Background: an optimization exercise with open tools, aiming at small area, a short achievable clock period and few clock cycles. Do not read the settings as production practice.
Function was not checked in any run shown here: the RTL went through the layout flow alone.
Power and IR drop assume default switching activity.

<file path="design/flow/config.mk">
export PLATFORM = sky130hd
export DESIGN_NAME = gsm7_codec
export DESIGN_NICKNAME = gsm7_codec
export VERILOG_FILES = /design/flow/design.v
export SDC_FILE = /design/flow/constraint.sdc
export NUM_CORES = 4
export LEC_CHECK = 0
export ABC_AREA = 1
export ABC_CLOCK_PERIOD_IN_PS = 3000
export CAP_MARGIN = 20
export CORE_MARGIN = 5
export CORE_UTILIZATION = 25
export CTS_BUF_LIST = sky130_fd_sc_hd__clkbuf_4 sky130_fd_sc_hd__clkbuf_8
export CTS_CLUSTER_SIZE = 30
export SETUP_SLACK_MARGIN = 5
export SLEW_MARGIN = 20
</file>
<file path="design/flow/constraint.sdc">
create_clock -name core_clock -period 8.0 [get_ports {clk}]
set_input_delay 1.6000 -clock core_clock [delete_from_list [all_inputs] [get_ports {clk}]]
set_output_delay 1.6000 -clock core_clock [all_outputs]
set_load 0.01 [all_outputs]
</file>
<file path="design/flow/design.v">
module gsm7_c2s(cu, def_hit, sept);
  input [15:0] cu;
  wire [15:0] cu;
  output def_hit;
  wire def_hit;
  output [6:0] sept;
  wire [6:0] sept;
  wire _0_;
  wire _100_;
  wire _101_;
  wire _102_;
  wire _103_;
  wire _104_;
  wire _105_;
  wire _106_;
  wire _107_;
  wire _108_;
  wire _109_;
  wire _10_;
  wire _110_;
  wire _111_;
  wire _112_;
  wire _113_;
  wire _114_;
  wire _115_;
  wire _116_;
  wire _117_;
  wire _118_;
  wire _119_;
  wire _11_;
  wire _120_;
  wire _121_;
  wire _122_;
  wire _123_;
  wire _124_;
  wire _125_;
  wire _126_;
  wire _127_;
  wire _128_;
  wire _129_;
  wire _12_;
  wire _130_;
  wire _131_;
  wire _132_;
  wire _133_;
  wire _134_;
  wire _135_;
  wire _136_;
  wire _137_;
  wire _138_;
  wire _139_;
  wire _13_;
  wire _140_;
  wire _141_;
  wire _142_;
  wire _143_;
  wire _144_;
  wire _145_;
  wire _146_;
  wire _147_;
  wire _148_;
  wire _149_;
  wire _14_;
  wire _150_;
  wire _151_;
  wire _152_;
  wire _153_;
  wire _154_;
  wire _155_;
  wire _156_;
  wire _157_;
  wire _158_;
  wire _159_;
  wire _15_;
  wire _160_;
  wire _161_;
  wire _162_;
  wire _163_;
  wire _164_;
  wire _165_;
  wire _166_;
  wire _167_;
  wire _168_;
  wire _169_;
  wire _16_;
  wire _170_;
  wire _171_;
  wire _172_;
  wire _173_;
  wire _174_;
  wire _175_;
  wire _176_;
  wire _177_;
  wire _178_;
  wire _179_;
  wire _17_;
  wire _180_;
  wire _181_;
  wire _182_;
  wire _183_;
  wire _184_;
  wire _185_;
  wire _186_;
  wire _187_;
  wire _188_;
  wire _189_;
  wire _18_;
  wire _190_;
  wire _191_;
  wire _192_;
  wire _193_;
  wire _194_;
  wire _195_;
  wire _196_;
  wire _197_;
  wire _198_;
  wire _199_;
  wire _19_;
  wire _1_;
  wire _200_;
  wire _201_;
  wire _202_;
  wire _203_;
  wire _204_;
  wire _205_;
  wire _206_;
  wire _207_;
  wire _208_;
  wire _209_;
  wire _20_;
  wire _210_;
  wire _211_;
  wire _212_;
  wire _213_;
  wire _214_;
  wire _215_;
  wire _216_;
  wire _217_;
  wire _218_;
  wire _219_;
  wire _21_;
  wire _220_;
  wire _221_;
  wire _222_;
  wire _223_;
  wire _224_;
  wire _225_;
  wire _226_;
  wire _227_;
  wire _228_;
  wire _229_;
  wire _22_;
  wire _230_;
  wire _231_;
  wire _232_;
  wire _233_;
  wire _234_;
  wire _235_;
  wire _236_;
  wire _237_;
  wire _238_;
  wire _239_;
  wire _23_;
  wire _240_;
  wire _241_;
  wire _242_;
  wire _243_;
  wire _244_;
  wire _245_;
  wire _246_;
  wire _247_;
  wire _248_;
  wire _249_;
  wire _24_;
  wire _250_;
  wire _251_;
  wire _252_;
  wire _253_;
  wire _254_;
  wire _255_;
  wire _256_;
  wire _257_;
  wire _258_;
  wire _259_;
  wire _25_;
  wire _260_;
  wire _261_;
  wire _262_;
  wire _263_;
  wire _264_;
  wire _265_;
  wire _266_;
  wire _267_;
  wire _268_;
  wire _269_;
  wire _26_;
  wire _270_;
  wire _271_;
  wire _272_;
  wire _273_;
  wire _274_;
  wire _275_;
  wire _276_;
  wire _277_;
  wire _278_;
  wire _279_;
  wire _27_;
  wire _280_;
  wire _281_;
  wire _282_;
  wire _283_;
  wire _284_;
  wire _285_;
  wire _286_;
  wire _287_;
  wire _288_;
  wire _289_;
  wire _28_;
  wire _290_;
  wire _291_;
  wire _292_;
  wire _293_;
  wire _294_;
  wire _29_;
  wire _2_;
  wire _30_;
  wire _31_;
  wire _32_;
  wire _33_;
  wire _34_;
  wire _35_;
  wire _36_;
  wire _37_;
  wire _38_;
  wire _39_;
  wire _3_;
  wire _40_;
  wire _41_;
  wire _42_;
  wire _43_;
  wire _44_;
  wire _45_;
  wire _46_;
  wire _47_;
  wire _48_;
  wire _49_;
  wire _4_;
  wire _50_;
  wire _51_;
  wire _52_;
  wire _53_;
  wire _54_;
  wire _55_;
  wire _56_;
  wire _57_;
  wire _58_;
  wire _59_;
  wire _5_;
  wire _60_;
  wire _61_;
  wire _62_;
  wire _63_;
  wire _64_;
  wire _65_;
  wire _66_;
  wire _67_;
  wire _68_;
  wire _69_;
  wire _6_;
  wire _70_;
  wire _71_;
  wire _72_;
  wire _73_;
  wire _74_;
  wire _75_;
  wire _76_;
  wire _77_;
  wire _78_;
  wire _79_;
  wire _7_;
  wire _80_;
  wire _81_;
  wire _82_;
  wire _83_;
  wire _84_;
  wire _85_;
  wire _86_;
  wire _87_;
  wire _88_;
  wire _89_;
  wire _8_;
  wire _90_;
  wire _91_;
  wire _92_;
  wire _93_;
  wire _94_;
  wire _95_;
  wire _96_;
  wire _97_;
  wire _98_;
  wire _99_;
  wire _9_;
  wire [15:0] \u.cu ;
  wire \u.def_hit ;
  wire [7:0] \u.hi ;
  wire [7:0] \u.lo ;
  wire [6:0] \u.sept ;
  assign _270_ = 4'h1 >> { cu[6], cu[7] };
  assign _269_ = 4'h8 >> { cu[0], cu[4] };
  assign _268_ = 4'h8 >> { _269_, cu[3] };
  assign _267_ = 4'h8 >> { _268_, cu[1] };
  assign _266_ = 4'h8 >> { cu[1], cu[3] };
  assign _265_ = 4'h8 >> { _266_, _269_ };
  assign _264_ = 4'h1 >> { cu[1], cu[3] };
  assign _263_ = 4'h8 >> { cu[2], cu[4] };
  assign _262_ = 4'h1 >> { _263_, _264_ };
  assign _261_ = 4'h1 >> { cu[0], cu[4] };
  assign _260_ = 4'h4 >> { _261_, cu[2] };
  assign _259_ = 4'h1 >> { _260_, cu[3] };
  assign _258_ = 4'h1 >> { _259_, _262_ };
  assign _257_ = 4'h1 >> { _258_, cu[7] };
  assign _255_ = 4'h4 >> { _257_, _256_ };
  assign _254_ = 4'h1 >> { _256_, cu[7] };
  assign _253_ = 4'h4 >> { _254_, _258_ };
  assign _251_ = 4'h1 >> { _252_, _270_ };
  assign _250_ = 4'h2 >> { cu[6], cu[3] };
  assign _249_ = 4'h4 >> { _250_, cu[8] };
  assign _248_ = 4'h8 >> { cu[1], cu[2] };
  assign _247_ = 4'h1 >> { cu[1], cu[2] };
  assign _246_ = 4'h1 >> { _247_, _248_ };
  assign _245_ = 4'h4 >> { _246_, cu[7] };
  assign _244_ = 4'h4 >> { _245_, cu[5] };
  assign _243_ = 4'h1 >> { _244_, _249_ };
  assign _242_ = 4'h2 >> { _243_, _251_ };
  assign _241_ = 4'h2 >> { cu[1], cu[2] };
  assign _240_ = 4'h2 >> { cu[6], cu[0] };
  assign _239_ = 4'h1 >> { _240_, _241_ };
  assign _238_ = 4'h1 >> { cu[3], cu[4] };
  assign _237_ = 4'h8 >> { _256_, cu[2] };
  assign _236_ = 4'h8 >> { _248_, _268_ };
  assign _234_ = 4'h1 >> { _235_, _238_ };
  assign _233_ = 4'h1 >> { _234_, _239_ };
  assign _232_ = 4'h4 >> { _233_, cu[0] };
  assign _231_ = 4'h4 >> { _232_, cu[6] };
  assign _230_ = 4'h1 >> { cu[6], cu[0] };
  assign _229_ = 4'h8 >> { _230_, _233_ };
  assign _227_ = 4'h1 >> { _228_, _251_ };
  assign _226_ = 4'h1 >> { cu[7], cu[0] };
  assign _225_ = 4'h4 >> { _226_, cu[1] };
  assign _224_ = 4'h1 >> { cu[0], cu[1] };
  assign _223_ = 4'h4 >> { _224_, cu[7] };
  assign _222_ = 4'h8 >> { _262_, cu[7] };
  assign _221_ = 4'h1 >> { cu[0], cu[8] };
  assign _220_ = 4'h1 >> { _221_, cu[4] };
  assign _219_ = 4'h1 >> { _220_, _222_ };
  assign _217_ = 4'h4 >> { _219_, _218_ };
  assign _216_ = 4'h1 >> { _220_, _218_ };
  assign _215_ = 4'h4 >> { _216_, _222_ };
  assign _213_ = 4'h1 >> { _214_, _227_ };
  assign _212_ = 4'h2 >> { _213_, cu[5] };
  assign _211_ = 4'h1 >> { _212_, _242_ };
  assign _210_ = 4'h4 >> { _227_, cu[4] };
  assign _209_ = 4'h8 >> { cu[0], cu[5] };
  assign _208_ = 4'h8 >> { _209_, _248_ };
  assign _207_ = 4'h1 >> { cu[2], cu[5] };
  assign _206_ = 4'h4 >> { cu[0], cu[4] };
  assign _205_ = 4'h4 >> { _206_, _207_ };
  assign _204_ = 4'h4 >> { _205_, _208_ };
  assign _203_ = 4'h1 >> { _248_, cu[0] };
  assign _202_ = 4'h8 >> { _268_, cu[5] };
  assign _201_ = 4'h1 >> { _202_, _203_ };
  assign _200_ = 4'h8 >> { cu[6], cu[7] };
  assign _199_ = 4'h4 >> { _200_, _262_ };
  assign _198_ = 4'h1 >> { _199_, _201_ };
  assign _197_ = 4'h4 >> { _198_, _227_ };
  assign _196_ = 4'h1 >> { _197_, _204_ };
  assign _195_ = 4'h1 >> { _196_, cu[8] };
  assign sept[4] = 4'h1 >> { _195_, _210_ };
  assign _194_ = 4'h2 >> { cu[3], cu[8] };
  assign _193_ = 4'h8 >> { _194_, _209_ };
  assign _192_ = 4'h4 >> { cu[1], cu[8] };
  assign _191_ = 4'h4 >> { _192_, cu[4] };
  assign _190_ = 4'h8 >> { _191_, cu[2] };
  assign _189_ = 4'h2 >> { cu[1], cu[3] };
  assign _188_ = 4'h2 >> { _189_, cu[6] };
  assign _187_ = 4'h2 >> { cu[0], cu[4] };
  assign _186_ = 4'h8 >> { _187_, cu[3] };
  assign _185_ = 4'h1 >> { _186_, _188_ };
  assign _184_ = 4'h4 >> { _185_, _190_ };
  assign _183_ = 4'h4 >> { _184_, _193_ };
  assign _182_ = 4'h1 >> { _186_, _193_ };
  assign _181_ = 4'h4 >> { _182_, _188_ };
  assign _180_ = 4'h4 >> { _181_, _190_ };
  assign _178_ = 4'h2 >> { _179_, cu[7] };
  assign _177_ = 4'h1 >> { _211_, cu[7] };
  assign _176_ = 4'h4 >> { _189_, cu[5] };
  assign _175_ = 4'h1 >> { _176_, _227_ };
  assign _174_ = 4'h4 >> { _175_, _177_ };
  assign _173_ = 4'h2 >> { _174_, cu[3] };
  assign _172_ = 4'h1 >> { _173_, _178_ };
  assign _171_ = 4'h8 >> { _207_, _266_ };
  assign _170_ = 4'h8 >> { _189_, cu[7] };
  assign _169_ = 4'h1 >> { _170_, _260_ };
  assign _168_ = 4'h2 >> { _169_, cu[5] };
  assign _167_ = 4'h4 >> { _200_, cu[1] };
  assign _166_ = 4'h8 >> { _167_, cu[0] };
  assign _165_ = 4'h1 >> { _166_, _168_ };
  assign _164_ = 4'h4 >> { _165_, _171_ };
  assign _163_ = 4'h1 >> { _166_, _171_ };
  assign _162_ = 4'h4 >> { _163_, _168_ };
  assign _160_ = 4'h1 >> { _161_, _227_ };
  assign _159_ = 4'h4 >> { cu[6], cu[4] };
  assign _158_ = 4'h1 >> { _191_, _200_ };
  assign _157_ = 4'h1 >> { _158_, _159_ };
  assign _156_ = 4'h2 >> { _157_, _175_ };
  assign _155_ = 4'h2 >> { _156_, cu[2] };
  assign _154_ = 4'h2 >> { cu[6], cu[7] };
  assign _153_ = 4'h1 >> { _154_, _248_ };
  assign _152_ = 4'h2 >> { _153_, _221_ };
  assign _151_ = 4'h1 >> { _152_, _155_ };
  assign _150_ = 4'h4 >> { _151_, _160_ };
  assign _149_ = 4'h1 >> { _152_, _160_ };
  assign _148_ = 4'h4 >> { _149_, _155_ };
  assign _147_ = 4'h4 >> { _227_, cu[1] };
  assign _146_ = 4'h8 >> { _247_, _269_ };
  assign _145_ = 4'h8 >> { _207_, cu[7] };
  assign _144_ = 4'h1 >> { _145_, cu[5] };
  assign _143_ = 4'h8 >> { _144_, cu[7] };
  assign _142_ = 4'h1 >> { _143_, _146_ };
  assign _141_ = 4'h2 >> { _142_, cu[3] };
  assign _140_ = 4'h8 >> { _159_, cu[5] };
  assign _139_ = 4'h8 >> cu[6:5];
  assign _138_ = 4'h4 >> { _139_, cu[4] };
  assign _137_ = 4'h2 >> { cu[5], cu[8] };
  assign _135_ = 4'h1 >> { _137_, _136_ };
  assign _134_ = 4'h1 >> { _135_, cu[3] };
  assign _133_ = 4'h1 >> { _134_, cu[2] };
  assign _132_ = 4'h4 >> { _136_, cu[3] };
  assign _131_ = 4'h4 >> { _194_, cu[5] };
  assign _130_ = 4'h1 >> { _131_, cu[2] };
  assign _129_ = 4'h4 >> { _130_, _132_ };
  assign _128_ = 4'h8 >> { _206_, cu[5] };
  assign _127_ = 4'h4 >> { _209_, cu[4] };
  assign _126_ = 4'h2 >> { _167_, cu[2] };
  assign _124_ = 4'h4 >> { _126_, _125_ };
  assign _122_ = 4'h1 >> { _124_, _123_ };
  assign _121_ = 4'h1 >> { _122_, _141_ };
  assign _120_ = 4'h8 >> { _176_, cu[6] };
  assign _119_ = 4'h8 >> { _261_, cu[8] };
  assign _118_ = 4'h1 >> { _119_, _120_ };
  assign _117_ = 4'h8 >> { _118_, _251_ };
  assign _116_ = 4'h8 >> { _117_, _121_ };
  assign _115_ = 4'h2 >> { _119_, _121_ };
  assign _114_ = 4'h8 >> { _115_, _251_ };
  assign _113_ = 4'h4 >> { _114_, _120_ };
  assign _112_ = 4'h1 >> { _125_, _167_ };
  assign _111_ = 4'h2 >> { _112_, cu[2] };
  assign _110_ = 4'h4 >> { _238_, cu[2] };
  assign _109_ = 4'h8 >> { _110_, _139_ };
  assign _108_ = 4'h8 >> { _194_, _207_ };
  assign _107_ = 4'h1 >> { _108_, _119_ };
  assign _106_ = 4'h4 >> { _107_, _109_ };
  assign _105_ = 4'h4 >> { _106_, _120_ };
  assign _104_ = 4'h4 >> { _105_, _111_ };
  assign _103_ = 4'h8 >> { _104_, _251_ };
  assign _102_ = 4'h4 >> { _103_, _141_ };
  assign sept[1] = 4'h1 >> { _101_, _147_ };
  assign _100_ = 4'h2 >> { _192_, _238_ };
  assign _99_ = 4'h1 >> { _100_, _268_ };
  assign _98_ = 4'h4 >> { _248_, cu[7] };
  assign _97_ = 4'h1 >> { _98_, _99_ };
  assign _96_ = 4'h2 >> { _97_, _177_ };
  assign _95_ = 4'h8 >> { _139_, _264_ };
  assign _94_ = 4'h2 >> { _136_, cu[1] };
  assign _93_ = 4'h4 >> { _159_, cu[0] };
  assign _92_ = 4'h1 >> { _93_, _209_ };
  assign _91_ = 4'h2 >> { _92_, cu[2] };
  assign _90_ = 4'h1 >> { _145_, _250_ };
  assign _89_ = 4'h4 >> { _90_, _91_ };
  assign _88_ = 4'h1 >> { _89_, _94_ };
  assign _87_ = 4'h1 >> { _88_, _95_ };
  assign _86_ = 4'h4 >> { _87_, _96_ };
  assign _85_ = 4'h2 >> { _86_, _251_ };
  assign _84_ = 4'h8 >> { _97_, _251_ };
  assign _83_ = 4'h2 >> { _84_, cu[0] };
  assign _82_ = 4'h1 >> { _83_, _85_ };
  assign _81_ = 4'h8 >> { _139_, _245_ };
  assign _80_ = 4'h1 >> { _81_, _199_ };
  assign _79_ = 4'h1 >> { _80_, cu[0] };
  assign _78_ = 4'h1 >> { _208_, _252_ };
  assign _77_ = 4'h1 >> { _78_, _270_ };
  assign _76_ = 4'h4 >> { _247_, cu[3] };
  assign _75_ = 4'h4 >> { _264_, cu[2] };
  assign _73_ = 4'h1 >> { _74_, _250_ };
  assign _72_ = 4'h4 >> { cu[7], cu[8] };
  assign _71_ = 4'h4 >> { _72_, _73_ };
  assign _70_ = 4'h1 >> { _71_, _77_ };
  assign _69_ = 4'h4 >> { _70_, _79_ };
  assign _68_ = 4'h1 >> { _71_, _79_ };
  assign _67_ = 4'h4 >> { _68_, _77_ };
  assign _66_ = 4'h2 >> { _238_, cu[5] };
  assign _65_ = 4'h1 >> { _209_, _269_ };
  assign _64_ = 4'h1 >> { _65_, _66_ };
  assign _63_ = 4'h1 >> { _266_, cu[4] };
  assign _62_ = 4'h4 >> { _63_, _64_ };
  assign _61_ = 4'h2 >> { _62_, cu[5] };
  assign _60_ = 4'h1 >> { _186_, cu[5] };
  assign _59_ = 4'h8 >> { _187_, _241_ };
  assign _58_ = 4'h8 >> { _59_, _60_ };
  assign _57_ = 4'h1 >> { _60_, _246_ };
  assign _56_ = 4'h1 >> { _57_, _58_ };
  assign _55_ = 4'h2 >> { _59_, _60_ };
  assign _54_ = 4'h2 >> { _60_, _246_ };
  assign _53_ = 4'h1 >> { _54_, _55_ };
  assign _51_ = 4'h4 >> { _52_, _61_ };
  assign _50_ = 4'h4 >> { _64_, cu[2] };
  assign _49_ = 4'h8 >> { _50_, cu[1] };
  assign _48_ = 4'h4 >> { cu[1], cu[2] };
  assign _47_ = 4'h8 >> { _48_, _64_ };
  assign _45_ = 4'h1 >> { _46_, _51_ };
  assign _44_ = 4'h8 >> { _154_, cu[9] };
  assign _43_ = 4'h8 >> { _44_, cu[8] };
  assign _42_ = 4'h8 >> cu[9:8];
  assign _41_ = 4'h8 >> { _42_, _154_ };
  assign _39_ = 4'h4 >> { _40_, _45_ };
  assign _38_ = 4'h8 >> { _167_, _261_ };
  assign _37_ = 4'h1 >> { _233_, _270_ };
  assign _36_ = 4'h4 >> { _37_, _38_ };
  assign _35_ = 4'h1 >> { _38_, _270_ };
  assign _34_ = 4'h4 >> { _35_, _233_ };
  assign _33_ = 4'h8 >> { _189_, _205_ };
  assign _32_ = 4'h8 >> { _260_, _266_ };
  assign _31_ = 4'h1 >> { _32_, cu[5] };
  assign _30_ = 4'h4 >> { _31_, _33_ };
  assign _29_ = 4'h1 >> { _32_, _33_ };
  assign _28_ = 4'h4 >> { _29_, cu[5] };
  assign _27_ = 4'h1 >> { _33_, cu[5] };
  assign _26_ = 4'h4 >> { _27_, _32_ };
  assign _23_ = 4'h1 >> { _24_, _25_ };
  assign _22_ = 4'h4 >> { _144_, _234_ };
  assign _21_ = 4'h2 >> { cu[0], cu[1] };
  assign _20_ = 4'h4 >> { _21_, _207_ };
  assign _19_ = 4'h4 >> { _20_, _260_ };
  assign _18_ = 4'h1 >> { _19_, _146_ };
  assign _17_ = 4'h1 >> { _18_, cu[3] };
  assign _16_ = 4'h8 >> { _20_, _259_ };
  assign _15_ = 4'h4 >> { _146_, cu[3] };
  assign _14_ = 4'h1 >> { _15_, _16_ };
  assign _13_ = 4'h1 >> { _206_, cu[5] };
  assign _12_ = 4'h2 >> { _13_, _247_ };
  assign _11_ = 4'h8 >> { _12_, cu[3] };
  assign _10_ = 4'h8 >> { _247_, cu[3] };
  assign _9_ = 4'h4 >> { _10_, _13_ };
  assign _8_ = 4'h8 >> { _170_, _187_ };
  assign _6_ = 4'h1 >> { _8_, _7_ };
  assign _5_ = 4'h4 >> { _6_, _252_ };
  assign _3_ = 4'h8 >> { _5_, _4_ };
  assign _2_ = 4'h1 >> { _7_, _252_ };
  assign _1_ = 4'h2 >> { _8_, _4_ };
  assign _0_ = 4'h8 >> { _1_, _2_ };
  assign _293_ = 4'h4 >> { _294_, _22_ };
  assign _292_ = 4'h4 >> { _6_, _15_ };
  assign _291_ = 4'h4 >> { _292_, _16_ };
  assign _290_ = 4'h1 >> { _22_, _252_ };
  assign _289_ = 4'h8 >> { _290_, _291_ };
  assign _287_ = 4'h2 >> { _288_, cu[6] };
  assign _286_ = 4'h1 >> { _287_, _23_ };
  assign _285_ = 4'h1 >> cu[9:8];
  assign _284_ = 4'h4 >> { _285_, _286_ };
  assign _283_ = 4'h1 >> { _284_, _39_ };
  assign _282_ = 4'h1 >> cu[11:10];
  assign _281_ = 4'h1 >> { cu[15], cu[12] };
  assign _280_ = 4'h8 >> { _281_, _282_ };
  assign _279_ = 4'h4 >> { _280_, cu[13] };
  assign _278_ = 4'h4 >> { _279_, cu[14] };
  assign _277_ = 4'h1 >> cu[13:12];
  assign _276_ = 4'h1 >> cu[15:14];
  assign _275_ = 4'h8 >> { _276_, _277_ };
  assign _274_ = 4'h8 >> { _275_, _282_ };
  assign def_hit = 4'h4 >> { _273_, _283_ };
  assign _256_ = 4'he >> { _267_, _265_ };
  assign _252_ = 4'he >> { _255_, _253_ };
  assign _235_ = 4'he >> { _237_, _236_ };
  assign _228_ = 4'he >> { _231_, _229_ };
  assign _218_ = 4'he >> { _225_, _223_ };
  assign _214_ = 4'he >> { _217_, _215_ };
  assign _179_ = 4'he >> { _183_, _180_ };
  assign _161_ = 4'he >> { _164_, _162_ };
  assign _272_ = 4'he >> { _150_, _148_ };
  assign _136_ = 4'he >> { _140_, _138_ };
  assign _123_ = 4'he >> { _133_, _129_ };
  assign _125_ = 4'he >> { _128_, _127_ };
  assign _101_ = 8'hfe >> { _116_, _113_, _102_ };
  assign _74_ = 4'he >> { _76_, _75_ };
  assign _271_ = 4'he >> { _69_, _67_ };
  assign _52_ = 4'hb >> { _56_, _53_ };
  assign _46_ = 4'he >> { _49_, _47_ };
  assign _40_ = 4'he >> { _43_, _41_ };
  assign _25_ = 4'he >> { _36_, _34_ };
  assign _24_ = 8'hfe >> { _30_, _28_, _26_ };
  assign _4_ = 4'hb >> { _17_, _14_ };
  assign _7_ = 4'he >> { _11_, _9_ };
  assign _294_ = 4'he >> { _3_, _0_ };
  assign _288_ = 4'he >> { _293_, _289_ };
  assign _273_ = 4'he >> { _278_, _274_ };
  assign sept[5] = 2'h1 >> _211_;
  assign sept[3] = 2'h1 >> _172_;
  assign sept[2] = 2'h1 >> _272_;
  assign sept[0] = 2'h1 >> _82_;
  assign sept[6] = 2'h1 >> _271_;
  assign \u.lo  = cu[7:0];
  assign \u.hi  = cu[15:8];
  assign \u.sept  = sept;
  assign \u.def_hit  = def_hit;
  assign \u.cu  = cu;
endmodule
module gsm7_s2c(esc, sept, lo, g, e, esc_ok);
  input esc;
  wire esc;
  input [6:0] sept;
  wire [6:0] sept;
  output [7:0] lo;
  wire [7:0] lo;
  output g;
  wire g;
  output e;
  wire e;
  output esc_ok;
  wire esc_ok;
  wire _0_;
  wire _100_;
  wire _101_;
  wire _102_;
  wire _103_;
  wire _104_;
  wire _105_;
  wire _106_;
  wire _107_;
  wire _108_;
  wire _109_;
  wire _10_;
  wire _110_;
  wire _111_;
  wire _112_;
  wire _113_;
  wire _114_;
  wire _115_;
  wire _116_;
  wire _117_;
  wire _118_;
  wire _119_;
  wire _11_;
  wire _120_;
  wire _121_;
  wire _122_;
  wire _123_;
  wire _124_;
  wire _125_;
  wire _126_;
  wire _127_;
  wire _128_;
  wire _129_;
  wire _12_;
  wire _130_;
  wire _131_;
  wire _132_;
  wire _133_;
  wire _134_;
  wire _135_;
  wire _136_;
  wire _137_;
  wire _138_;
  wire _139_;
  wire _13_;
  wire _140_;
  wire _141_;
  wire _142_;
  wire _143_;
  wire _144_;
  wire _145_;
  wire _146_;
  wire _147_;
  wire _148_;
  wire _149_;
  wire _14_;
  wire _150_;
  wire _151_;
  wire _152_;
  wire _153_;
  wire _154_;
  wire _155_;
  wire _156_;
  wire _157_;
  wire _158_;
  wire _159_;
  wire _15_;
  wire _160_;
  wire _161_;
  wire _162_;
  wire _163_;
  wire _164_;
  wire _165_;
  wire _166_;
  wire _167_;
  wire _168_;
  wire _169_;
  wire _16_;
  wire _170_;
  wire _171_;
  wire _172_;
  wire _173_;
  wire _174_;
  wire _175_;
  wire _176_;
  wire _177_;
  wire _178_;
  wire _179_;
  wire _17_;
  wire _180_;
  wire _181_;
  wire _182_;
  wire _183_;
  wire _184_;
  wire _185_;
  wire _186_;
  wire _187_;
  wire _188_;
  wire _189_;
  wire _18_;
  wire _190_;
  wire _191_;
  wire _192_;
  wire _193_;
  wire _194_;
  wire _195_;
  wire _196_;
  wire _197_;
  wire _198_;
  wire _199_;
  wire _19_;
  wire _1_;
  wire _200_;
  wire _201_;
  wire _202_;
  wire _203_;
  wire _204_;
  wire _205_;
  wire _206_;
  wire _207_;
  wire _208_;
  wire _209_;
  wire _20_;
  wire _210_;
  wire _211_;
  wire _212_;
  wire _213_;
  wire _214_;
  wire _215_;
  wire _216_;
  wire _217_;
  wire _218_;
  wire _219_;
  wire _21_;
  wire _220_;
  wire _221_;
  wire _222_;
  wire _223_;
  wire _224_;
  wire _225_;
  wire _226_;
  wire _227_;
  wire _228_;
  wire _229_;
  wire _22_;
  wire _230_;
  wire _231_;
  wire _232_;
  wire _233_;
  wire _234_;
  wire _235_;
  wire _236_;
  wire _237_;
  wire _238_;
  wire _239_;
  wire _23_;
  wire _240_;
  wire _241_;
  wire _242_;
  wire _243_;
  wire _244_;
  wire _245_;
  wire _246_;
  wire _247_;
  wire _248_;
  wire _249_;
  wire _24_;
  wire _250_;
  wire _251_;
  wire _252_;
  wire _253_;
  wire _254_;
  wire _255_;
  wire _256_;
  wire _257_;
  wire _258_;
  wire _25_;
  wire _26_;
  wire _27_;
  wire _28_;
  wire _29_;
  wire _2_;
  wire _30_;
  wire _31_;
  wire _32_;
  wire _33_;
  wire _34_;
  wire _35_;
  wire _36_;
  wire _37_;
  wire _38_;
  wire _39_;
  wire _3_;
  wire _40_;
  wire _41_;
  wire _42_;
  wire _43_;
  wire _44_;
  wire _45_;
  wire _46_;
  wire _47_;
  wire _48_;
  wire _49_;
  wire _4_;
  wire _50_;
  wire _51_;
  wire _52_;
  wire _53_;
  wire _54_;
  wire _55_;
  wire _56_;
  wire _57_;
  wire _58_;
  wire _59_;
  wire _5_;
  wire _60_;
  wire _61_;
  wire _62_;
  wire _63_;
  wire _64_;
  wire _65_;
  wire _66_;
  wire _67_;
  wire _68_;
  wire _69_;
  wire _6_;
  wire _70_;
  wire _71_;
  wire _72_;
  wire _73_;
  wire _74_;
  wire _75_;
  wire _76_;
  wire _77_;
  wire _78_;
  wire _79_;
  wire _7_;
  wire _80_;
  wire _81_;
  wire _82_;
  wire _83_;
  wire _84_;
  wire _85_;
  wire _86_;
  wire _87_;
  wire _88_;
  wire _89_;
  wire _8_;
  wire _90_;
  wire _91_;
  wire _92_;
  wire _93_;
  wire _94_;
  wire _95_;
  wire _96_;
  wire _97_;
  wire _98_;
  wire _99_;
  wire _9_;
  wire [15:0] cu;
  wire [15:0] \u.cu ;
  wire \u.esc ;
  wire \u.esc_ok ;
  wire [6:0] \u.sept ;
  wire [15:0] \u.x ;
  assign _239_ = 4'h4 >> { sept[0], sept[2] };
  assign _238_ = 4'h1 >> { sept[3], sept[4] };
  assign _237_ = 4'h2 >> { sept[1], sept[6] };
  assign _236_ = 4'h8 >> { _237_, _238_ };
  assign _235_ = 4'h2 >> { esc, sept[2] };
  assign _234_ = 4'h2 >> { _235_, _236_ };
  assign _233_ = 4'h4 >> { _234_, _239_ };
  assign _232_ = 4'h1 >> { _235_, _239_ };
  assign _231_ = 4'h8 >> { _232_, _236_ };
  assign _230_ = 4'h1 >> { sept[1], sept[4] };
  assign _229_ = 4'h1 >> { _230_, sept[3] };
  assign _228_ = 4'h2 >> { _229_, esc };
  assign _227_ = 4'h2 >> { sept[0], sept[2] };
  assign _226_ = 4'h4 >> { _227_, sept[1] };
  assign _225_ = 4'h1 >> { sept[0], sept[1] };
  assign _224_ = 4'h8 >> { _225_, sept[2] };
  assign _222_ = 4'h8 >> { _223_, _238_ };
  assign _221_ = 4'h2 >> { _222_, sept[5] };
  assign _220_ = 4'h4 >> { _221_, _228_ };
  assign _219_ = 4'h2 >> { _228_, sept[5] };
  assign _218_ = 4'h4 >> { _219_, _222_ };
  assign _216_ = 4'h1 >> { _217_, sept[6] };
  assign _214_ = 4'h1 >> { _216_, _215_ };
  assign _213_ = 4'h2 >> { sept[2], sept[4] };
  assign _212_ = 4'h2 >> { sept[1], sept[3] };
  assign _211_ = 4'h2 >> { _212_, sept[0] };
  assign _210_ = 4'h2 >> { _211_, _213_ };
  assign _209_ = 4'h1 >> { _235_, sept[1] };
  assign _208_ = 4'h2 >> { sept[3], sept[4] };
  assign _207_ = 4'h4 >> { _208_, _209_ };
  assign _206_ = 4'h1 >> { _207_, _210_ };
  assign g = 4'h1 >> { _206_, _214_ };
  assign _205_ = 4'h8 >> { _213_, sept[1] };
  assign _204_ = 4'h4 >> { sept[1], sept[2] };
  assign _203_ = 4'h8 >> { _204_, sept[4] };
  assign _202_ = 4'h8 >> { _238_, sept[0] };
  assign _201_ = 4'h2 >> { sept[0], sept[4] };
  assign _200_ = 4'h1 >> { sept[2], sept[6] };
  assign _199_ = 4'h4 >> { _200_, sept[3] };
  assign _198_ = 4'h4 >> { _199_, _201_ };
  assign _197_ = 4'h1 >> { sept[2], sept[3] };
  assign _196_ = 4'h1 >> { _201_, sept[6] };
  assign _195_ = 4'h8 >> { _196_, _197_ };
  assign _193_ = 4'h1 >> { _194_, esc };
  assign _192_ = 4'h1 >> { _193_, _202_ };
  assign _190_ = 4'h4 >> { _192_, _191_ };
  assign _189_ = 4'h8 >> { sept[3], sept[4] };
  assign _188_ = 4'h8 >> { _189_, sept[6] };
  assign _187_ = 4'h4 >> { _188_, _210_ };
  assign _186_ = 4'h2 >> { _187_, _214_ };
  assign _185_ = 4'h8 >> { sept[0], sept[4] };
  assign _184_ = 4'h2 >> { _185_, sept[3] };
  assign _183_ = 4'h1 >> { _184_, _212_ };
  assign _182_ = 4'h1 >> { _183_, _210_ };
  assign _181_ = 4'h4 >> { sept[0], sept[1] };
  assign _180_ = 4'h4 >> { sept[2], sept[4] };
  assign _179_ = 4'h8 >> { _180_, _181_ };
  assign _178_ = 4'h4 >> { _204_, sept[0] };
  assign _177_ = 4'h1 >> { _178_, _179_ };
  assign _176_ = 4'h4 >> { _181_, sept[4] };
  assign _175_ = 4'h1 >> { _176_, _204_ };
  assign _174_ = 4'h1 >> { _175_, _239_ };
  assign _172_ = 4'h8 >> { _173_, _182_ };
  assign _171_ = 4'h1 >> { _172_, _186_ };
  assign lo[7] = 4'h4 >> { _171_, _190_ };
  assign _170_ = 4'h8 >> { _192_, _230_ };
  assign _169_ = 4'h4 >> { esc, sept[0] };
  assign _168_ = 4'h8 >> { sept[1], sept[6] };
  assign _167_ = 4'h1 >> { _168_, _213_ };
  assign _166_ = 4'h1 >> { _167_, sept[5] };
  assign _165_ = 4'h2 >> { _166_, sept[3] };
  assign _164_ = 4'h1 >> { _165_, _169_ };
  assign _163_ = 4'h4 >> { _180_, sept[5] };
  assign _162_ = 4'h8 >> { sept[1], sept[3] };
  assign _161_ = 4'h2 >> { _162_, _163_ };
  assign _160_ = 4'h8 >> { _181_, _213_ };
  assign _159_ = 4'h1 >> { _160_, _161_ };
  assign _158_ = 4'h1 >> { _159_, sept[3] };
  assign _157_ = 4'h4 >> { _181_, sept[6] };
  assign _156_ = 4'h1 >> { sept[1], sept[6] };
  assign _155_ = 4'h8 >> { _156_, sept[0] };
  assign _154_ = 4'h1 >> { sept[0], sept[5] };
  assign _153_ = 4'h2 >> { _154_, sept[2] };
  assign _151_ = 4'h4 >> { _153_, _152_ };
  assign _150_ = 4'h4 >> { _189_, _200_ };
  assign _149_ = 4'h4 >> { _150_, _151_ };
  assign _148_ = 4'h1 >> { _149_, _158_ };
  assign _147_ = 4'h8 >> { _148_, _164_ };
  assign _146_ = 4'h2 >> { _149_, _164_ };
  assign _145_ = 4'h4 >> { _146_, _158_ };
  assign _143_ = 4'h4 >> { _144_, _186_ };
  assign _142_ = 4'h4 >> { _143_, _170_ };
  assign _141_ = 4'h1 >> { _171_, sept[6] };
  assign lo[6] = 4'h1 >> { _141_, _142_ };
  assign _140_ = 4'h1 >> { _168_, _230_ };
  assign _139_ = 4'h8 >> { _140_, sept[2] };
  assign _138_ = 4'h4 >> { _139_, _163_ };
  assign _137_ = 4'h2 >> { _163_, sept[2] };
  assign _136_ = 4'h8 >> { _137_, _140_ };
  assign _135_ = 4'h4 >> { esc, sept[2] };
  assign _134_ = 4'h2 >> { sept[0], sept[1] };
  assign _133_ = 4'h1 >> { _197_, _239_ };
  assign _132_ = 4'h2 >> { sept[0], sept[3] };
  assign _131_ = 4'h1 >> { _132_, sept[2] };
  assign _129_ = 4'h1 >> { _130_, _134_ };
  assign _128_ = 4'h1 >> { _129_, _135_ };
  assign _126_ = 4'h1 >> { _128_, _127_ };
  assign _125_ = 4'h1 >> { _126_, _202_ };
  assign _124_ = 4'h2 >> { _125_, _171_ };
  assign _123_ = 4'h8 >> { _171_, esc };
  assign _122_ = 4'h2 >> { _123_, sept[5] };
  assign _121_ = 4'h1 >> { _156_, sept[3] };
  assign _120_ = 4'h1 >> { _121_, _152_ };
  assign _119_ = 4'h1 >> { _120_, _239_ };
  assign _118_ = 4'h8 >> { _119_, _171_ };
  assign _117_ = 4'h2 >> { _120_, _171_ };
  assign _116_ = 4'h4 >> { _117_, _239_ };
  assign _114_ = 4'h1 >> { _115_, _122_ };
  assign _113_ = 4'h4 >> { _114_, _124_ };
  assign _112_ = 4'h1 >> { _115_, _124_ };
  assign _111_ = 4'h1 >> { _119_, _202_ };
  assign _110_ = 4'h4 >> { _111_, _126_ };
  assign _109_ = 4'h2 >> { _110_, _171_ };
  assign _107_ = 4'h1 >> { _108_, _122_ };
  assign _106_ = 4'h2 >> { _180_, sept[5] };
  assign _105_ = 4'h1 >> { esc, sept[3] };
  assign _104_ = 4'h8 >> { _134_, _180_ };
  assign _103_ = 4'h2 >> { _104_, _105_ };
  assign _102_ = 4'h1 >> { _103_, _181_ };
  assign _101_ = 4'h1 >> { _102_, _106_ };
  assign _100_ = 4'h2 >> { _101_, _171_ };
  assign _99_ = 4'h2 >> { _115_, sept[4] };
  assign _98_ = 4'h1 >> { _99_, _100_ };
  assign _97_ = 4'h8 >> { _143_, sept[6] };
  assign _96_ = 4'h1 >> { _230_, _237_ };
  assign _95_ = 4'h1 >> { _96_, _97_ };
  assign _94_ = 4'h4 >> { _171_, _197_ };
  assign _93_ = 4'h4 >> { _94_, _95_ };
  assign _92_ = 4'h1 >> { _191_, _223_ };
  assign _91_ = 4'h2 >> { _92_, _140_ };
  assign _90_ = 4'h1 >> { _185_, sept[5] };
  assign _89_ = 4'h2 >> { _90_, _197_ };
  assign _88_ = 4'h1 >> { _89_, _91_ };
  assign _87_ = 4'h2 >> { _180_, _184_ };
  assign _86_ = 4'h2 >> { _87_, _88_ };
  assign _85_ = 4'h1 >> { sept[1], sept[3] };
  assign _84_ = 4'h1 >> { _85_, _162_ };
  assign _83_ = 4'h1 >> { _84_, _86_ };
  assign _82_ = 4'h2 >> { _83_, _159_ };
  assign _81_ = 4'h4 >> { _82_, esc };
  assign _80_ = 4'h4 >> { _159_, esc };
  assign _79_ = 4'h4 >> { _80_, _83_ };
  assign _77_ = 4'h8 >> { _78_, _93_ };
  assign lo[4] = 4'h1 >> { _77_, _98_ };
  assign _76_ = 4'h4 >> { _127_, _212_ };
  assign _75_ = 4'h4 >> { _76_, _134_ };
  assign _74_ = 4'h1 >> { _134_, _212_ };
  assign _73_ = 4'h8 >> { _74_, _127_ };
  assign _71_ = 4'h1 >> { _72_, _186_ };
  assign _70_ = 4'h8 >> { _71_, _78_ };
  assign _69_ = 4'h4 >> { _186_, sept[3] };
  assign lo[3] = 4'h1 >> { _69_, _70_ };
  assign _68_ = 4'h1 >> { _97_, _186_ };
  assign _67_ = 4'h2 >> { _68_, sept[2] };
  assign _66_ = 4'h1 >> { _204_, sept[4] };
  assign _65_ = 4'h4 >> { _66_, _225_ };
  assign _64_ = 4'h1 >> { _225_, sept[4] };
  assign _63_ = 4'h4 >> { _64_, _204_ };
  assign _62_ = 4'h4 >> { _201_, _209_ };
  assign _61_ = 4'h2 >> { esc, sept[1] };
  assign _60_ = 4'h1 >> { _61_, sept[3] };
  assign _59_ = 4'h1 >> { _60_, _238_ };
  assign _58_ = 4'h2 >> { esc, sept[4] };
  assign _57_ = 4'h1 >> { _58_, sept[3] };
  assign _56_ = 4'h1 >> { _57_, _85_ };
  assign _54_ = 4'h4 >> { _55_, _62_ };
  assign _52_ = 4'h4 >> { _54_, _53_ };
  assign _51_ = 4'h1 >> { _204_, _225_ };
  assign _50_ = 4'h2 >> { _51_, sept[3] };
  assign _49_ = 4'h2 >> { _60_, sept[4] };
  assign _48_ = 4'h1 >> { _49_, _50_ };
  assign _47_ = 4'h1 >> { _48_, _62_ };
  assign _46_ = 4'h2 >> { _227_, sept[1] };
  assign _45_ = 4'h8 >> { sept[0], sept[1] };
  assign _44_ = 4'h1 >> { _45_, _204_ };
  assign _43_ = 4'h1 >> { _213_, sept[5] };
  assign _42_ = 4'h8 >> { _43_, _105_ };
  assign _40_ = 4'h8 >> { _42_, _41_ };
  assign _39_ = 4'h8 >> { _41_, _105_ };
  assign _38_ = 4'h4 >> { _105_, _204_ };
  assign _37_ = 4'h4 >> { _38_, _45_ };
  assign _35_ = 4'h8 >> { _36_, _43_ };
  assign _32_ = 4'h1 >> { _33_, _34_ };
  assign _31_ = 4'h1 >> { _32_, _149_ };
  assign _30_ = 4'h1 >> { _31_, _186_ };
  assign _29_ = 4'h1 >> { _30_, _67_ };
  assign _28_ = 4'h2 >> { _68_, sept[1] };
  assign _27_ = 4'h4 >> { _149_, sept[6] };
  assign _26_ = 4'h2 >> { esc, sept[0] };
  assign _25_ = 4'h8 >> { _26_, _230_ };
  assign _24_ = 4'h4 >> { _181_, esc };
  assign _23_ = 4'h4 >> { _24_, sept[4] };
  assign _22_ = 4'h4 >> { _176_, esc };
  assign _20_ = 4'h1 >> { _21_, _132_ };
  assign _19_ = 4'h1 >> { _20_, sept[2] };
  assign _18_ = 4'h2 >> { _19_, _88_ };
  assign _17_ = 4'h4 >> { _18_, _27_ };
  assign _16_ = 4'h1 >> { _17_, _186_ };
  assign _15_ = 4'h1 >> { _16_, _28_ };
  assign _14_ = 4'h2 >> { _93_, sept[0] };
  assign _13_ = 4'h4 >> { _97_, _181_ };
  assign _12_ = 4'h4 >> { _213_, sept[1] };
  assign _11_ = 4'h1 >> { _12_, esc };
  assign _10_ = 4'h2 >> { _11_, _132_ };
  assign _9_ = 4'h1 >> { _213_, esc };
  assign _8_ = 4'h2 >> { _61_, _132_ };
  assign _7_ = 4'h4 >> { _8_, _9_ };
  assign _6_ = 4'h1 >> { _84_, esc };
  assign _5_ = 4'h8 >> { _6_, _139_ };
  assign _4_ = 4'h8 >> { _140_, _235_ };
  assign _3_ = 4'h4 >> { _4_, _84_ };
  assign _1_ = 4'h1 >> { _2_, _104_ };
  assign _258_ = 4'h4 >> { _1_, _0_ };
  assign _257_ = 4'h1 >> { _0_, _104_ };
  assign _256_ = 4'h4 >> { _257_, _2_ };
  assign _254_ = 4'h2 >> { _255_, _171_ };
  assign _253_ = 4'h1 >> { _254_, _13_ };
  assign _252_ = 4'h4 >> { _253_, _14_ };
  assign e = 4'h8 >> { _215_, sept[0] };
  assign _251_ = 4'h1 >> { _72_, _106_ };
  assign _250_ = 4'h1 >> { _251_, sept[6] };
  assign _249_ = 4'h1 >> { _250_, _236_ };
  assign _248_ = 4'h4 >> { _182_, _204_ };
  assign _240_ = 4'h1 >> { _154_, _179_ };
  assign _241_ = 4'h1 >> { _240_, _163_ };
  assign _242_ = 4'h4 >> { _154_, _163_ };
  assign _243_ = 4'h8 >> { _137_, _176_ };
  assign _244_ = 4'h1 >> { _243_, _242_ };
  assign _246_ = 4'h4 >> { _245_, _248_ };
  assign esc_ok = 4'h1 >> { _246_, _249_ };
  assign _215_ = 4'he >> { _233_, _231_ };
  assign _223_ = 4'he >> { _226_, _224_ };
  assign _217_ = 4'he >> { _220_, _218_ };
  assign _191_ = 4'he >> { _205_, _203_ };
  assign _194_ = 4'he >> { _198_, _195_ };
  assign _173_ = 4'hb >> { _177_, _174_ };
  assign _152_ = 4'he >> { _157_, _155_ };
  assign _144_ = 4'he >> { _147_, _145_ };
  assign _127_ = 4'he >> { _138_, _136_ };
  assign _130_ = 4'hb >> { _133_, _131_ };
  assign _115_ = 4'he >> { _118_, _116_ };
  assign _108_ = 4'hb >> { _112_, _109_ };
  assign _247_ = 4'he >> { _113_, _107_ };
  assign _78_ = 4'he >> { _81_, _79_ };
  assign _72_ = 4'he >> { _75_, _73_ };
  assign _53_ = 4'he >> { _65_, _63_ };
  assign _55_ = 4'he >> { _59_, _56_ };
  assign _34_ = 4'he >> { _52_, _47_ };
  assign _41_ = 4'hb >> { _46_, _44_ };
  assign _36_ = 4'he >> { _39_, _37_ };
  assign _33_ = 4'he >> { _40_, _35_ };
  assign _21_ = 8'hfe >> { _25_, _23_, _22_ };
  assign _0_ = 4'he >> { _10_, _7_ };
  assign _2_ = 4'he >> { _5_, _3_ };
  assign _255_ = 4'he >> { _258_, _256_ };
  assign _245_ = 4'hb >> { _241_, _244_ };
  assign lo[5] = 2'h1 >> _247_;
  assign lo[2] = 2'h1 >> _29_;
  assign lo[1] = 2'h1 >> _15_;
  assign lo[0] = 2'h1 >> _252_;
  assign { \u.x [15:14], \u.x [12:9] } = { 5'h00, \u.x [8] };
  assign \u.esc_ok  = esc_ok;
  assign \u.cu  = { 2'h0, e, 3'h0, g, g, lo };
  assign \u.sept  = sept;
  assign \u.esc  = esc;
  assign cu = { 2'h0, e, 3'h0, g, g, lo };
endmodule
module gsm7_codec (
    input  wire        clk,
    input  wire        rst,
    input  wire        cmd_valid,
    output wire        cmd_ready,
    input  wire        cmd_dec,       
    input  wire [2:0]  cmd_pad,       
    input  wire [8:0]  cmd_len,       
    input  wire        in_valid,
    output wire        in_ready,
    input  wire [15:0] in_data,
    output reg         out_valid,
    output wire [15:0] out_data,
    output reg         done,
    output wire        done_err,
    output wire [8:0]  done_pos,
    output wire        done_escp
);
    localparam [6:0] ESC_MARK = 7'h1B;
    reg         busy;        
    reg         fresh;       
    reg         dec;         
    reg         cmd_rdy;
    reg         in_rdy;
    reg         fin;         
    reg  [8:0]  cnt;         
    reg         zw;          
    reg  [15:0] w;           
    reg         v0, v1;      
    reg         wesc;        
    reg         half;        
    reg  [2:0]  n;           
    reg  [6:0]  acc;         
    reg         esc;
    reg         err;
    reg  [8:0]  pos;         
    reg  [7:0]  out_lo;      
    reg         out_g;       
    reg         out_e;       
    assign cmd_ready = cmd_rdy;
    assign in_ready  = in_rdy;
    assign done_err  = err;
    assign done_pos  = pos;
    assign done_escp = esc;
    assign out_data  = {2'b00, out_e, 3'b000, out_g, out_g, out_lo};
    wire cmd_acc = cmd_valid & cmd_rdy;
    wire in_acc  = in_valid & in_rdy;
    wire        c_def;
    wire [6:0]  c_sept;
    gsm7_c2s u_c2s (.cu(w), .def_hit(c_def), .sept(c_sept));
    wire        e_tok  = busy && !dec && v0;             
    wire        e_two  = e_tok && wesc && !half;          
    wire        e_cons = e_tok && !e_two;                 
    wire [6:0]  e_sept = !e_tok ? 7'd0 : e_two ? ESC_MARK : c_sept;
    wire [14:0] e_comb = {8'd0, acc} | ({8'd0, e_sept} << n);
    wire        e_emit = e_tok && (n != 3'd0);            
    wire        e_lastt = e_cons && (cnt == 9'd0);        
    wire        e_left = (n != 3'd1);
    wire        e_done = fin || (e_lastt && !(e_emit && e_left));
    wire        e_out  = fin ? (n != 3'd0) : (e_emit || e_lastt);
    wire [7:0]  il = in_data[7:0];
    wire        in_esc = ((in_data[15:8] == 8'h00) &&
                          (il == 8'h5B || il == 8'h5C || il == 8'h5D || il == 8'h5E ||
                           il == 8'h7B || il == 8'h7C || il == 8'h7D || il == 8'h7E)) ||
                         (in_data == 16'h20AC);
    wire [9:0]  d_s4   = n[2] ? w[13:4] : w[9:0];
    wire [7:0]  d_s2   = n[1] ? d_s4[9:2] : d_s4[7:0];
    wire [6:0]  d_sept = n[0] ? d_s2[7:1] : d_s2[6:0];
    wire        d_ext  = busy && dec && (cnt != 9'd0) && v0 && (n <= 3'd1 || v1);
    wire        d_shift = d_ext && (n != 3'd0);           
    wire        d_mark = (d_sept == ESC_MARK);
    wire [7:0]  d_lo;
    wire        d_g, d_e, d_eok;
    gsm7_s2c u_s2c (.esc(esc), .sept(d_sept), .lo(d_lo), .g(d_g), .e(d_e), .esc_ok(d_eok));
    wire        d_bad  = d_ext && !d_mark && esc && !d_eok;
    wire        d_out  = d_ext && !d_mark;
    wire        d_lastt = d_ext && (cnt == 9'd1);
    wire        d_done = d_lastt || (zw && in_acc) || (fin && dec);
    wire        a0 = d_shift ? v1 : v0;
    wire        a1 = d_shift ? 1'b0 : v1;
    wire        to1 = in_acc && a0;                       
    wire        fin_done = dec ? d_done : e_done;
    wire        busy_n = cmd_acc || (busy && !fin_done);
    wire [8:0]  cnt_n  = cmd_acc ? cmd_len :
                         (!dec && in_acc) || d_ext ? cnt - 9'd1 : cnt;
    wire [2:0]  n_n    = cmd_acc ? cmd_pad :
                         (e_tok || d_ext) ? n - 3'd1 : n;
    wire        dec_n  = cmd_acc ? cmd_dec : dec;
    wire        v0_n   = !cmd_acc && (dec ? (a0 || in_acc) : ((v0 && !e_cons) || in_acc));
    wire        v1_n   = !cmd_acc && dec && (a1 || to1);
    wire        c_ge1 = (cnt != 9'd0);
    wire        c_ge2 = (cnt[8:1] != 8'd0);
    wire        c_ge3 = (cnt[8:2] != 7'd0) || (cnt[1:0] == 2'd3);
    wire        c_ge4 = (cnt[8:2] != 7'd0);
    wire        nz_n  = d_ext ? c_ge2 : c_ge1;
    wire        ge3_n = d_ext ? c_ge4 : c_ge3;
    wire        eq2_n = d_ext ? (c_ge3 && !c_ge4) : (c_ge2 && !c_ge3);
    wire        eq1_n = d_ext ? (c_ge2 && !c_ge3) : (c_ge1 && !c_ge2);
    wire [2:0]  p_n   = d_ext ? n - 3'd1 : n;
    wire        dn_need = !a0 ? nz_n :
                          ge3_n || (eq2_n && (!a1 || p_n > 3'd2)) || (eq1_n && !a1 && p_n >= 3'd2);
    wire        dn_rdy  = busy && !d_lastt && !fin && (zw || dn_need) && (!(a0 && a1) || p_n != 3'd0);
    wire        da_need = ge3_n || (eq2_n && (!a0 || p_n > 3'd2)) || (eq1_n && !a0 && p_n >= 3'd2);
    wire        da_rdy  = !zw && da_need && (!a0 || p_n != 3'd0);
    wire        en_rdy  = busy && c_ge1;
    wire        ea_rdy  = (cnt != 9'd1) && !in_esc;
    wire        new_rdy = (cmd_len != 9'd0) || (cmd_dec && cmd_pad != 3'd0);
    wire        zw_n    = cmd_acc ? (cmd_dec && cmd_len == 9'd0 && cmd_pad != 3'd0) :
                          (zw && !in_acc);
    wire        fin_n   = cmd_acc ? (cmd_len == 9'd0 && !(cmd_dec && cmd_pad != 3'd0)) :
                          (e_lastt && e_emit && e_left);
    wire        end_n   = fin_n ||
                          (!cmd_acc && dec && !d_lastt && !fin && eq1_n &&
                           (in_acc ? (a0 || p_n <= 3'd1) : (a0 && (a1 || p_n <= 3'd1))));
    wire        rdy_n   = cmd_acc ? new_rdy :
                          in_acc  ? (dec ? da_rdy : ea_rdy) :
                                    (dec ? dn_rdy : en_rdy);
    always @(posedge clk) begin
        if (rst) begin
            busy      <= 1'b0;
            cmd_rdy   <= 1'b0;
            in_rdy    <= 1'b0;
            fin       <= 1'b0;
            v0        <= 1'b0;
            v1        <= 1'b0;
            out_valid <= 1'b0;
            done      <= 1'b0;
        end else begin
            busy      <= busy_n;
            cmd_rdy   <= !busy_n || end_n;
            in_rdy    <= rdy_n;
            v0        <= busy_n && v0_n;
            v1        <= busy_n && v1_n;
            fin       <= fin_n;
            out_valid <= dec ? d_out : e_out;
            done      <= busy && fin_done;
        end
    end
    always @(posedge clk) begin
        dec  <= dec_n;
        cnt  <= cnt_n;
        n    <= n_n;
        zw   <= zw_n;
        half <= e_two;
        fresh <= cmd_acc;
        if (in_acc) wesc <= in_esc;
        if (in_acc) begin
            if (!dec || !to1) w[7:0] <= in_data[7:0];
            if (!dec)         w[15:8] <= in_data[15:8];
            else if (to1)     w[15:8] <= in_data[7:0];
        end else if (d_shift) begin
            w[7:0] <= w[15:8];
        end
        if (in_acc && dec && !to1 && d_shift) w[7:0] <= in_data[7:0];
        if (in_acc && dec && to1 && d_shift) w[7:0] <= w[15:8];
        if (cmd_acc)
            acc <= 7'd0;
        else if (e_tok)
            acc <= (n != 3'd0) ? e_comb[14:8] : e_comb[6:0];
        out_lo <= dec ? d_lo : e_comb[7:0];
        out_g  <= dec && d_g;
        out_e  <= dec && d_e;
        if (fresh) begin
            esc <= 1'b0;
            err <= 1'b0;
            pos <= 9'h1FF;
        end else begin
            if (d_ext) esc <= d_mark;
            if ((e_cons && !(c_def || wesc)) || d_bad) err <= 1'b1;
            if (((e_tok && !half) || d_ext) && !err)
                pos <= pos + 9'd1;
        end
    end
endmodule
</file>
<file path="design/flow/flow/run.sh">
#!/bin/bash
# Own flow: the standard flow, with the port buffers made from the
# smallest buffer cell instead of the default choice.
set -euo pipefail
# the standard synthesis, unchanged
bash standard.sh synth > synth.log 2>&1
# the rest of the standard flow
bash standard.sh 'BUFFER_PORTS_ARGS=-buffer_cell sky130_fd_sc_hd__buf_1' finish > layout.log 2>&1
</file>
<file path="design/flow/standard.sh">
#!/bin/bash
# synth_recipe.tcl (not shown) runs the flow's synth.tcl, then flattens the netlist and writes it again
# the make line also repeats each setting of config.mk as NAME=value (left out here)
make -C /OpenROAD-flow-scripts/flow DESIGN_CONFIG=/design/flow/config.mk WORK_HOME=/design/flow/orfs CLKGATE_MAP_FILE= SYNTH_SCRIPT=/design/flow/synth_recipe.tcl "${@:-finish}"
</file>
==> flow_summary.toml, run 1 <==
[timing]
fmax_mhz = 346
slew_viol_final = 0
setup-tns-final_ps = 0
skew_ps = 11.7
worst_slack_ps = 5110
max-slew-margin-rel_pct = 55.6
tightest_slew_ps = 664
hold_viol = 0
rsz0062_at_grt = "true"
period_share_pct = 36.2
period_needed_ps = 2890
setup_viol = 0

[floorplanning]
die_w_um = 163
core_um2 = 22800
io_pins = 64
dieArea_um2 = 26400
start_util_pct = 25.5
fp.dieH_um = 163
rows = 55

[pwr]
power_leakage_nw = 2.88
internal-power_w = 0.000720
power_w = 0.00106
pwr-share-comb_pct = 25.0
switchingPower_w = 0.000339
ir_drop_uv = 68.5
p_sw_share_pct = 32.0
power_frac_clock_pct = 37.0
power-per-cell-area_nw_per_um2 = 156
p_seq_share_pct = 38.0

[synthesis]
synthFlopType = "dfxtp_1"
seq_area_frac_synth_pct = 28.9
synth_edf_count = 30
synth_async_sr_flop_share_pct = 0
yosysWarningCount = 1
postSynthCellCount = 887
ys_types = 63
yosys_register_bits = 69
synth.avg_cell_area_um2 = 6.56
syn-cell-area_um2 = 5810

[routing]
firstDrtPassIters = 5
postRouteAntennaNets = 0
drc_errors = 0
routedWlPerCell_um = 14.3
viasPerCell = 4.89
drt-total-wl_mm = 18.2
drt_iter0_drc = 671
route.vias.total = 6224

[grt]
met3_usage_pct = 2.20
grtUsageMet2_pct = 22.3
grt_pass1_vias = 5701
use_met1_pct = 17.8
grt_pass1_wl_mm = 29.1
antenna_found_initial = 0
grt-ovfl-total = 0
busiest_layer = "met2"
grt_max_degree = 29
grtUsageTotal_pct = 13.5

[clock_network]
clock_path_buffers = 2
clock_sinks = 69
numCtsBuffers = 9
root_buffer = "clkbuf_8"
cts_tree = "yes"
clk_pin_slew_ps = 80
cts_max_level = 3
insertion_delay_ps = 370

[setup_path]
worstPathRequired_ps = 8280
crit_type = "register to register"
r2r-start = "w[3]$_DFFE_PP_"
endpoint_kind = "register"
crit_fanout = 10
critPathArrivalTime_ps = 3170
worst_setup_path_start_kind = "register"
startpoint = "w[3]$_DFFE_PP_"

[run]
maxCapViolCount = 0

[layout]
drive_gt1_share_pct = 13.1
area_growth_pct = 17.0
nets = 1003
diodes = 0

[outcome]
status = "finished clean"

[placement]
port_buffers = 58
hpwl_mm = 13.4
pre_cts_ws_ps = 4110
gp_congestion = 0.923

[worst_hold_path]
hold_class = "register to register"
min_from = "pos[8]$_SDFFE_PP1P_"
## power groups by stage
stage               registers (W)  logic [W]  clock network [W]
floorplan                0.000408   0.000187                  0
global placement         0.000419   0.000236                  0
detailed placement       0.000419   0.000235                  0
CTS                      0.000405   0.000247           0.000401
global route             0.000405   0.000294           0.000415
finish                   0.000402   0.000265           0.000392
## synthesized netlist by cell type (3+ instances only)
cell	count	area share [%]
dfxtp_1	39	13
inv_4	5	0.54
buf_2	8	0.69
nor2_4	4	0.77
xnor2_1	3	0.45
nand3_2	4	0.69
nand4_1	11	1.2
o21ai_1	5	0.43
o21ai_0	80	6.9
buf_6	4	0.77
inv_1	79	5.1
a21oi_1	57	4.9
inv_2	12	0.77
buf_4	18	2.3
clkinv_1	3	0.19
nor4_1	5	0.54
nand2_2	12	1.3
nand3_1	76	6.5
ha_1	14	3.0
o21ai_2	12	1.8
nand2_1	234	15
or3_1	3	0.32
o31ai_1	3	0.39
a31oi_1	6	0.65
nand2_4	3	0.58
o21ai_4	3	0.84
edfxtp_1	30	15
o211ai_1	7	0.90
clkbuf_1	8	0.52
nor2_1	79	5.1
nor3_1	13	1.1
## kinds of logic after synthesis
family | share of synthesized area, %
other cells | 0.0645
buf+inv | 11.1
simple gates | 34.9
mux | 0.430
xor+xnor | 0.753
flops | 28.9
fa+ha+maj | 3.01
compound gates | 20.8
## flip-flops by register name, indices dropped and copies added (netlist names), 3 cells and up
signal / flops
n: 3
cnt: 9
out_lo: 8
w: 16
pos: 9
acc: 7
## layout by cell type (no fill, tap or decap), drive strengths merged, types with 5 or more instances in the layout
cell type and count:
nand2 249, edfxtp 30, ha 14, nor4 5
clkinv 5, a21oi 59, nand4 11, buf 95
nor2 85, dfxtp 39, conb 5, inv 95
a31oi 6, o211ai 7, clkbuf 10, nand3 81
nor3 15, o21ai 100
## final cells by class
cell class                      count  area, µm²
Multi-Input combinational cell    682       3550
Fill cell                        2530      16000
Sequential cell                    69       1680
Timing Repair Buffer               95        505
Clock inverter                      6        134
Inverter                           99        397
Clock buffer                       10        138
Tap cell                          313        392
## per-layer routing
layer,vias to the layer above,wire (µm),share of wire [%]
met5,-,0,0
met4,0,470,2.6
met3,37,1120,6.2
met2,253,8480,46
met1,2830,8170,45
li1,3104,-,-
## critical path: stages, from the launching register on
cell      delay, ps
edfxtp_1        410
buf_4           160
inv_2           170
o21ai_2         100
mux2i_2         280
nand2_2         100
nand2_4         160
inv_4           100
ha_1            250
o21ai_2         200
nand3_1         140
nand3_4         200
nand2_4          80
nor2_1          150
nand3_1         100
nand2_1          70
nand2_1          40
nand2_1          50
inv_1            30
## per-stage QoR
| stage | util, % | cells | instance area (µm²) | hold slack, ps |
|---|---|---|---|---|
| floorplan | - | 891 | 5830 | 447 |
| detailed placement | 27.1 | 1221 | 6180 | 483 |
| global route | 29.9 | 1274 | 6800 | 531 |
| global placement | 27.1 | 1221 | 6180 | 473 |
| finish | 29.9 | 1274 | 6800 | 499 |
| CTS | 28.6 | 1243 | 6520 | 502 |
## final timing paths
path                         end  slack [ps]  cells past startpoint
min          pos[8]$_SDFFE_PP1P_         500                      2
max reg2reg    out_lo[4]$_DFF_P_        5110                     18
max            out_lo[4]$_DFF_P_        5110                     18
min reg2reg  pos[8]$_SDFFE_PP1P_         500                      2
## timing repair
| item | in CTS | in global routing |
|---|---|---|
| hold buffers | 0 | 0 |
| endpoints found under the setup margin | 51 | 45 |
| resized for setup | 4 | 14 |
| pin swaps | 0 | 2 |
| buffers inserted | 6 | 31 |
==> run 2, diff against run 1 <==
--- a/design/flow/config.mk
+++ b/design/flow/config.mk
@@ -16 +16,2 @@
 export SLEW_MARGIN = 20
+export SYNTH_HIERARCHICAL = 1
==> run 2 against run 1 <==
Still clean on timing, DRC and antenna. Global-route usage is 0.36 points higher. Die area is 1.7% higher. Critical path depth is 3 higher. Maximum frequency is 0.56% higher. Largest power group unchanged.
==> flow_summary.toml, run 2 <==
[clock_network]
cts_tree = "yes"
numCtsBuffers = 9
cts.hold.buffers_added = 0
insertion_delay_ps = 390
clock_path_buffers = 2
cts_max_level = 3
clock_sinks = 69
root_buffer = "clkbuf_8"
clk_pin_slew_ps = 90

[timing]
fmax_mhz = 347
rsz0062_at_grt = "true"
skew_ps = 17.3
max-slew-margin-rel_pct = 38.1
hold_viol = 0
setup-tns-final_ps = 0
period_share_pct = 36.0
period_needed_ps = 2880
slew_viol_final = 0
setup_viol = 0
tightest_slew_ps = 925
worst_slack_ps = 5120

[routing]
drt-total-wl_mm = 19.0
viasPerCell = 4.89
routedWlPerCell_um = 14.5
firstDrtPassIters = 5
drt_iter0_drc = 593
postRouteAntennaNets = 0
drc_errors = 0
route.vias.total = 6405

[placement]
dp_cells = 1235
pre_cts_ws_ps = 4220
hpwl_mm = 13.6
gp_congestion = 0.910
port_buffers = 58

[grt]
grtUsageTotal_pct = 13.9
grt_max_degree = 24
grt_pass1_wl_mm = 30.0
grt_pass1_vias = 5880
grt-ovfl-total = 0
antenna_found_initial = 0

[synthesis]
yosysWarningCount = 7
synth_area_leaders = "edfxtp_1, nand2_1, dfxtp_1, o21ai_0, nor2_1"
seq_area_frac_synth_pct = 28.4
synthFlopType = "dfxtp_1"
synth_edf_count = 30
postSynthCellCount = 895
yosysTopAreaCellShare_pct = 15.2
yosys_register_bits = 69
synth_common_cells = "nand2_1, o21ai_0, nor2_1"
synth_largest_area_cell = "edfxtp_1"
yosysMostFrequentCell = "nand2_1"
syn-cell-area_um2 = 5920
synth.avg_cell_area_um2 = 6.61
synth_async_sr_flop_share_pct = 0
ys_types = 64

[layout]
fin_cells = 1310
area_growth_pct = 21.0
drive_gt1_share_pct = 17.6
utilization_pct = 30.6
mostFrequentLayoutCell = "nand2_1"
top_register = "w"
mostFrequentLayoutCells = "nand2_1, o21ai_0, nor2_1, inv_1, buf_1"
largest_registers = "w x16, cnt x9, pos x9"
nets = 1034
largest_reg_flops = 16
diodes = 0

[run]
maxCapViolCount = 0

[pwr]
power_w = 0.00108
power-per-cell-area_nw_per_um2 = 151
power_leakage_nw = 3.02
ir_drop_uv = 90.8

[floorplanning]
io_pins = 64
dieArea_um2 = 26800
core_um2 = 23400
die_w_um = 164
start_util_pct = 25.3
rows = 56
fp.dieH_um = 164

[setup_path]
crit_type = "register to register"
crit_top_cell = "nand2_1"
worstPathRequired_ps = 8290
r2r-start = "n[2]$_DFFE_PP_"
worst_setup_path_start_kind = "register"
reg2reg_slack_ps = 5120
worstPathCellList = "buf_6 > mux2i_2 > nand2_1 > o21ai_1 > inv_1 > nand2_1 > o21a_1 > clkinvlp_4 > buf_6 > inv_8 > nand2_8 > nor3_4 > nand3_2 > nand3_4 > nand2_4 > nor2_4 > nand3_2 > nand2_1 > inv_2 > o22ai_2 > inv_1"
crit_fanout = 8
max_stage_delay_ps = 450
startpoint = "n[2]$_DFFE_PP_"
critical-path-top-delay-family = "simple AND/OR/NAND/NOR gates"
cp_num_buf_inv = 7
cp_slowest_cell = "edfxtp_1"
critPathArrivalTime_ps = 3170
endpoint_kind = "register"

[outcome]
status = "finished clean"

[worst_hold_path]
hold_class = "register to register"
min_from = "acc[5]$_SDFFE_PP0P_"
## run 2: repair_timing
action                                  in CTS  in global routing
endpoints found under the setup margin      46                 28
setup buffers                               18                 39
pin swaps                                    1                  9
gates cloned                                 1                  1
gates resized for setup                      7                 46
## run 2: cell type report
cell class | instances | area (µm²)
multi-input combinational | 688 | 3750
tap | 319 | 399
inverter | 97 | 398
fill | 2567 | 16200
clock buffer | 10 | 131
timing repair buffer | 119 | 707
timing repair inverter | 2 | 12.5
sequential | 69 | 1680
clock inverter | 6 | 86.3
## run 2: final timing paths
check / to / cells after the start
max: out_lo[4]$_DFF_P_ / 21
min: acc[5]$_SDFFE_PP0P_ / 2
max reg2reg: out_lo[4]$_DFF_P_ / 21
min reg2reg: acc[5]$_SDFFE_PP0P_ / 2
## run 2: modules after synthesis, one instance, submodules excluded
module | cells inside | flip-flops and latches | area [µm²] | copies in the design
gsm7_s2c | 162 | 0 | 870 | 1
gsm7_c2s | 160 | 0 | 863 | 1
gsm7_codec | 573 | 69 | 4180 | 1
## run 2: cells by family after synthesis
logic type      count (synthesis)  share of synthesized area [%]
simple gates                  447                           34.5
compound gates                213                           21.4
buf+inv                       142                           11.1
flops                          69                           28.4
fa+ha+maj                      15                           3.17
xor+xnor                        4                          0.592
mux                             4                          0.698
other cells                     1                         0.0634
## run 2: per-layer routing
metal	vias up	track usage, %	wire [µm]
met2	252	23.2	9030
met4	0	5.30	467
li1	3184	-	-
met5	-	0	0
met1	2931	18.0	8350
met3	38	2.18	1150
## run 2: per-stage QoR
step	hold slack, ps	instance area (µm²)
2_1_floorplan	444	5940
3_3_place_gp	463	6300
3_5_place_dp	470	6300
4_1_cts	481	6680
5_1_grt	518	7160
6_report	480	7160
## run 2: worst register-to-register path, delay by kind of cell (launching register included)
kind                   cells  cell delay (ps)
flip-flops                 1              450
AND/OR/NAND/NOR           10             1030
multiplexers               1              180
AO/OA/AOI/OAI              3              380
buffers and inverters      7              750
## run 2: power breakdown
part           switching [W]  internal [W]  leakage [nW]
combinational       0.000215      0.000122          2.31
sequential         0.0000161      0.000391         0.595
clock               0.000156      0.000179         0.110

[what the ideal ports hide]
In the flow no input, the clock included, has a driving cell. The finished layouts below were timed again as built, in two steps.
Step 1: set_driving_cell puts a clkbuf_16 on clk and a buf_2 on each other input, an assumption about the parent block.
Step 2 also shifts input and output timing later by t, the mid clock arrival at the registers, as if the neighbouring blocks saw the same clock.
a / b / c = ideal / step 1 / step 2; a / b = the first two.
| run | t (ns) | setup slack, ns | worst setup path at the end | worst slew at a driven data input, ns | cell pins on the clock port's net |
|---|---|---|---|---|---|
| run 1 | 0.399 | 5.106 / 5.106 / 4.852 | input to register | 0.04 | 1 |
| run 2 | 0.415 | 5.122 / 5.122 / 4.857 | input to register | 0.04 | 1 |
After both steps every run listed still meets setup and hold. For run 2, which loses most, drivers alone change the setup slack by 0.000 ns; drivers and shift together by -0.265 ns.
